Background: an optimization exercise with open tools, aiming at small area. Do not read the settings as production practice.
Power is estimated from default activity; no workload was simulated.

==> flow/design.v <==
module bcd_add12 (
    input  wire [47:0] x,
    input  wire [47:0] y,
    input  wire        cin,
    output reg  [47:0] s,
    output reg         cout
);
    integer i;
    reg [4:0] d;
    reg       c;
    always @* begin
        c = cin;
        s = 48'd0;
        for (i = 0; i < 12; i = i + 1) begin
            d = {1'b0, x[4*i +: 4]} + {1'b0, y[4*i +: 4]} + {4'd0, c};
            if (d > 5'd9) begin
                d = d + 5'd6;
                c = 1'b1;
            end else begin
                c = 1'b0;
            end
            s[4*i +: 4] = d[3:0];
        end
        cout = c;
    end
endmodule
module hp_emc (
    input  wire        clk,
    input  wire        rst,
    input  wire        start,
    input  wire [15:0] ir,
    input  wire [15:0] a_in,
    input  wire [15:0] b_in,
    input  wire [15:0] se_in,
    input  wire        dc_in,
    input  wire [47:0] ar1_in,
    input  wire [47:0] ar2_in,
    output wire        ready,
    output wire        done,
    output wire [1:0]  fail,
    output wire [15:0] a_out,
    output wire [15:0] b_out,
    output wire [15:0] se_out,
    output wire        dc_out,
    output wire [47:0] ar1_out,
    output wire [47:0] ar2_out
);
    localparam [3:0] O_MWA = 4'b0000, O_CMY = 4'b0001, O_NRM = 4'b0010,
                     O_CMX = 4'b0011, O_FXA = 4'b0100, O_OTH = 4'b0101,
                     O_CDC = 4'b0110, O_FMP = 4'b1000, O_FDV = 4'b1001,
                     O_MPY = 4'b1010, O_MRX = 4'b1100, O_DRS = 4'b1101,
                     O_MRY = 4'b1110, O_MLY = 4'b1111;
    localparam [2:0] S_IDLE = 3'd0, S_CHK = 3'd1, S_MAIN = 3'd2, S_WB = 3'd3,
                     S_DONE = 3'd4, S_CLR = 3'd5;
    reg [47:0] r1, r2;
    reg [15:0] ra, rb, rs, rx;
    reg        dc;
    reg [2:0]  st;
    reg [3:0]  ph;       
    reg [4:0]  cnt;      
    reg [3:0]  op;
    reg        t;        
    reg        c;        
    reg        f1, f2;   
    reg [3:0]  dly;      
    assign a_out   = ra;
    assign b_out   = rb;
    assign se_out  = rs;
    assign dc_out  = dc;
    assign ar1_out = r1;
    assign ar2_out = r2;
    wire ph0  = (ph == 4'd0);
    wire ph11 = (ph == 4'd11);
    wire lo4  = (ph[3:2] == 2'b00);
    wire mid4 = (ph[3:2] == 2'b01);
    assign ready = (st == S_IDLE);
    assign done  = st[2] & ~st[0] & ph0;
    wire   clr   = st[2];
    wire   ld    = ready & start;
    wire g     = ir[11];
    wire cmn   = (ir[15:12] == 4'b0111) & ~ir[10] & ir[9] & ~ir[4];
    wire ok0   = (ir[8] == (ir[6] & ~ir[5])) & ~(ir[7] & ir[5]) & (ir[3:0] == 4'd0);
    wire ok1   = (ir[8] ? (~ir[7] | (~ir[6] & ~ir[5])) : (~ir[7] & ~ir[6])) &
                 (ir[3:1] == {3{ir[7]}}) & (ir[0] == (ir[5] | ir[7]));
    wire valid = cmn & (g ? ok1 : ok0);
    wire [3:0] op_in = valid ? {g, g ? (ir[8] & ~ir[7]) : ir[7], ir[6] | (g & ir[7]), ir[5]}
                             : O_OTH;
    wire oMWA = (op == O_MWA), oCMY = (op == O_CMY), oCMX = (op == O_CMX),
         oFXA = (op == O_FXA), oNRM = (op == O_NRM),
         oFMP = (op == O_FMP), oFDV = (op == O_FDV), oMRX = (op == O_MRX),
         oDRS = (op == O_DRS), oMRY = (op == O_MRY), oMLY = (op == O_MLY),
         oOTH = (op == O_OTH);
    wire oCDC = ~op[3] & op[2] & op[1];
    wire oMPY = op[3] & ~op[2] & op[1];
    wire sCHK = ~st[2] & ~st[1] & st[0], sMAIN = st[1] & ~st[0], sWB = st[1] & st[0];
    wire [3:0] t1 = r1[3:0], t2 = r2[3:0], tA = ra[3:0], tB = rb[3:0],
               tS = rs[3:0], tX = rx[3:0];
    wire isADD = sMAIN & (oFXA | oMWA | oFMP | oFDV);
    wire isCM  = sMAIN & (oCMX | oCMY);
    wire isSHL = sMAIN & (oNRM | oMLY);
    wire isSHR = sMAIN & (oMRX | oMRY | oDRS);
    wire isMUL = sMAIN & oMPY;
    wire last  = cnt[4];      
    reg [3:0] xs, x, y;
    always @* begin
        xs = isMUL ? tB : (isCM & oCMX) ? t1 : t2;
        x  = isCM ? {~(xs[3] | xs[2] | xs[1]), xs[2] ^ xs[1], xs[1], ~xs[0]}   
                  : xs;
        if (isADD)
            y = oMWA ? (lo4 ? tB : 4'd0) : t1;
        else if (isMUL & t)
            y = tX ^ {4{last}};
        else
            y = 4'd0;
    end
    wire       cin0 = isCM | ((cnt == 5'd0) & dc);
    wire       cin  = ph0 ? cin0 : c;
    wire [4:0] sum5 = {1'b0, x} + {1'b0, y} + {4'd0, cin};
    wire       dec  = ~isMUL;
    wire       gt9  = sum5[4] | (sum5[3] & (sum5[2] | sum5[1]));
    wire [3:0] res  = (dec & gt9) ? (sum5[3:0] + 4'd6) : sum5[3:0];
    wire       co   = dec ? gt9 : sum5[4];
    wire ml = (ph == 4'd3) ? (rb[4] ^ (t & rx[4])) : ra[4];
    wire mh = (ph == 4'd7) ? (x[3] ^ y[3] ^ co) : (rb[4] ^ (t & (rx[4] ^ last)) ^ co);
    wire [3:0] stuff = ((cnt == 5'd1) & ~oDRS) ? ra[7:4] : 4'd0;  
    wire       wrAS  = oMLY | oDRS | ((oMRX | oMRY) & (cnt != 5'd0));
    wire       pre   = sCHK & oMPY & lo4;
    reg [3:0] e1, e2, eA, eB, eS, eX;
    always @* begin
        e1 = t1;
        if (isCM & oCMX)                 e1 = res;
        else if (isSHR & (oMRX | oDRS))  e1 = ph11 ? stuff : r1[7:4];
        e2 = t2;
        if (isADD | (isCM & oCMY))       e2 = res;
        else if (isSHL)                  e2 = dly;
        else if (isSHR & oMRY)           e2 = ph11 ? stuff : r2[7:4];
        eA = tA;
        if (isMUL & lo4)            eA = {ml, tA[3:1]};
        else if (sWB & lo4 & (oFMP | wrAS)) eA = ph0 ? dly : 4'd0;
        eB = tB;
        if (pre)                         eB = 4'd0;
        else if (isMUL & mid4)           eB = {mh, res[3:1]};
        else if (sWB & lo4 & (oNRM | oFDV))
            eB = ph0 ? cnt[3:0] : ((ph == 4'd1) ? {3'd0, cnt[4]} : 4'd0);
        eS = tS;
        if (sWB & lo4 & wrAS)            eS = ph0 ? dly : 4'd0;
        eX = pre ? tB : tX;
        if (clr) begin
            e1 = 4'd0; e2 = 4'd0; eA = 4'd0; eB = 4'd0; eS = 4'd0;
        end
    end
    function bad;
        input [3:0] d;
        bad = d[3] & (d[2] | d[1]);
    endfunction
    wire chk1 = oFXA | oFMP | oFDV | oCMX;
    wire chk2 = oFXA | oFMP | oFDV | oCMY | oMWA;
    wire stf  = oMRX | oMRY | oMLY;
    wire f1n  = f1 | (chk1 & bad(t1)) | (chk2 & bad(t2)) | (oMWA & bad(tB));
    wire f2n  = f2 | (oFDV ? (|t1) : ((ph[1:0] == 2'b00) ? bad(tA) : (|tA)));
    wire failn = f1n | (oFDV & ~f2n) | (stf & f2n);
    assign fail = f1 ? 2'd1 : (oFDV & ~f2) ? 2'd2 : (stf & f2) ? 2'd3 : 2'd0;
    reg more;
    always @* begin
        if (oNRM)                      more = (e2 == 4'd0) & (cnt != 5'd12);
        else if (oFMP | oMRX | oMRY)   more = (cnt[3:0] != rb[7:4]);
        else if (oFDV)                 more = sCHK | (~co & (cnt != 5'd15));
        else if (oMPY)                 more = ~last;
        else                           more = sCHK & ~(oCDC | oOTH);
    end
    always @(posedge clk) begin
        r1 <= ({48{ld}} & ar1_in) | {e1, r1[47:4]};
        r2 <= ({48{ld}} & ar2_in) | {e2, r2[47:4]};
        ra <= ({16{ld}} & a_in)   | {eA, ra[15:4]};
        rb <= ({16{ld}} & b_in)   | {eB, rb[15:4]};
        rs <= ({16{ld}} & se_in)  | {eS, rs[15:4]};
        rx <= {eX, rx[15:4]};
    end
    always @(posedge clk) begin
        c  <= (isMUL & (ph == 4'd3)) ? (t & last) : co;
        ph <= (ph11 | ready | rst) ? 4'd0 : ph + 4'd1;
        if (sCHK) begin
            f1 <= f1n;
            f2 <= f2n;
        end
        if (isSHL)
            dly <= t2;
        else if (isSHR & ph0)
            dly <= oMRY ? t2 : t1;
        else if (isADD & oFMP & ph11)
            dly <= dly + {3'd0, co};
        else if (sCHK & oMLY & ph11)
            dly <= ra[7:4];      
        if (sMAIN & (oFDV ? (ph11 & ~co) : ph0))
            cnt <= cnt + 5'd1;
        if (isADD & ph11 & (oFXA | oMWA))
            dc <= co;
        else if (sWB & ph0) begin
            if (oNRM)
                dc <= (cnt == 5'd12);
            else if (~(oFXA | oMWA | oMPY | oOTH))
                dc <= 1'b0;
        end
        if (ph11)
            t <= ra[4];      
        if (ph11) begin
            case (st)
                S_CHK:  st <= failn ? S_DONE : more ? S_MAIN : S_WB;
                S_MAIN: st <= more ? S_MAIN : S_WB;
                S_WB:   st <= S_DONE;
                S_DONE: st <= S_IDLE;
                S_CLR:  st <= S_IDLE;
                default: ;
            endcase
        end
        if (ld) begin
            dc  <= dc_in;
            op  <= op_in;
            st  <= S_CHK;
            cnt <= 5'd0;
            f1  <= 1'b0;
            f2  <= 1'b0;
            dly <= 4'd0;
        end
        if (rst)
            st <= S_CLR;
    end
endmodule
==> flow/config.mk <==
export PLATFORM = sky130hd
export DESIGN_NAME = hp_emc
export DESIGN_NICKNAME = hp_emc
export VERILOG_FILES = /design/flow/design.v
export SDC_FILE = /design/flow/constraint.sdc
export NUM_CORES = 4
export LEC_CHECK = 0
export CAP_MARGIN = 20
export CORE_MARGIN = 2
export CORE_UTILIZATION = 65
export PLACE_DENSITY = 0.75
export SLEW_MARGIN = 20
==> flow/constraint.sdc <==
create_clock -name core_clock -period 22.0 [get_ports {clk}]
set_input_delay 4.4000 -clock core_clock [delete_from_list [all_inputs] [get_ports {clk}]]
set_output_delay 4.4000 -clock core_clock [all_outputs]
set_load 0.01 [all_outputs]
standard.sh (not shown) runs the stock make flow with config.mk's settings and CLKGATE_MAP_FILE= SYNTH_SCRIPT=/design/flow/synth_recipe.tcl, a recipe that flattens the netlist after the stock synthesis.
==> flow/flow/run.sh <==
#!/bin/bash
# Layout: the standard flow (standard.sh), with
#  - synthesis: the standard script, with an area-oriented ABC mapping and
#    no hard-adder mapping (flow/synth.tcl);
#  - port buffers of the smallest buffer cell;
#  - a clock tree of small buffers without dummy loads;
# and config.mk's settings. Each step's output goes to its own log here.
set -euo pipefail
export FLOW_WORK=$PWD
bash standard.sh SYNTH_SCRIPT=$PWD/flow/synth.tcl ADDER_MAP_FILE= synth > synth.log 2>&1
bash standard.sh "BUFFER_PORTS_ARGS=-buffer_cell sky130_fd_sc_hd__buf_1" \
  "CTS_ARGS=-sink_clustering_enable -repair_clock_nets -sink_clustering_size 48 -sink_clustering_max_diameter 200 -buf_list sky130_fd_sc_hd__clkbuf_16 -root_buf sky130_fd_sc_hd__clkbuf_16 -dont_use_dummy_load" \
  finish > layout.log 2>&1
==> flow/flow/area.abc <==
strash
&get -n
&fraig -x
&put
scorr
dc2
dretime
strash
&get -n
&dch -f
&nf -a
&put
==> flow/flow/synth.tcl <==
# The standard synthesis (synth_recipe.tcl: ORFS synthesis without the fsm
# and share passes, flattened, function nets renamed), with the technology
# mapping of the logic done by an area-oriented ABC script. Registers are
# mapped by dfflibmap before abc runs and are left as they are.
set my_abc_script [file join [file dirname [file normalize [info script]]] area.abc]
proc abc {args} {
  global my_abc_script
  set i [lsearch $args -script]
  if {$i >= 0} { set args [lreplace $args $i [expr {$i+1}]] }
  set j [lsearch $args -D]
  if {$j >= 0} { set args [lreplace $args $j [expr {$j+1}]] }
  lappend args -script $my_abc_script
  puts "area abc: $args"
  yosys abc {*}$args
}
source $::env(FLOW_WORK)/synth_recipe.tcl
Then changed:
--- a/flow/flow/run.sh
+++ b/flow/flow/run.sh
@@ -10,4 +10,4 @@
 bash standard.sh SYNTH_SCRIPT=$PWD/flow/synth.tcl ADDER_MAP_FILE= synth > synth.log 2>&1
 bash standard.sh "BUFFER_PORTS_ARGS=-buffer_cell sky130_fd_sc_hd__buf_1" \
-  "CTS_ARGS=-sink_clustering_enable -repair_clock_nets -sink_clustering_size 48 -sink_clustering_max_diameter 200 -buf_list sky130_fd_sc_hd__clkbuf_16 -root_buf sky130_fd_sc_hd__clkbuf_16 -dont_use_dummy_load" \
+  "CTS_ARGS=-sink_clustering_enable -repair_clock_nets -sink_clustering_size 32 -sink_clustering_max_diameter 200 -buf_list sky130_fd_sc_hd__clkbuf_8 -root_buf sky130_fd_sc_hd__clkbuf_8 -dont_use_dummy_load" \
   finish > layout.log 2>&1
Outcome:
- The new run completed without violations
- cell area is lower by about 2.2%
- worst hold slack gets better by 0.0048 ns
- maximum frequency is higher by about 0.47%
- clock skew is higher by 0.0057 ns
- total power is lower by 12%
- clock-buffer cell count does not change
- worst setup slack gets better by 0.032 ns
- synthesized cell count is unchanged
- clock power is lower by 31%
- utilization is lower by 1.8 points
- via count is lower by 1.2%
No run of this note included a check of the RTL's function; only the layout flow was run.

==> separate check: timing with driven ports <==
No port has a modelled driver above. Below, the same layouts with a new extraction and two added sets of constraints.
Step 1: set_driving_cell puts a clkbuf_16 on clk and a buf_2 on each other input, an assumption about the parent block.
Step 2 adds t to the input delays and takes it off the output delays; t is the mean of the earliest and latest rising clock arrival at the registers after step 1. Input paths then give back, and output paths get back, about the clock's delay inside the block.
Three values: ideal, step 1, step 2; two values: the first two.
run | t, ns | setup slack, ns | slew at the worst register clock pin (ns) | cell pins on the clock port's net
the first run | 0.454 | 15.074 / 15.036 / 15.214 | 0.07 / 0.07 | 1
the second run | 0.473 | 15.106 / 15.076 / 15.244 | 0.10 / 0.10 | 1
After both steps setup and hold are still met in every run listed.
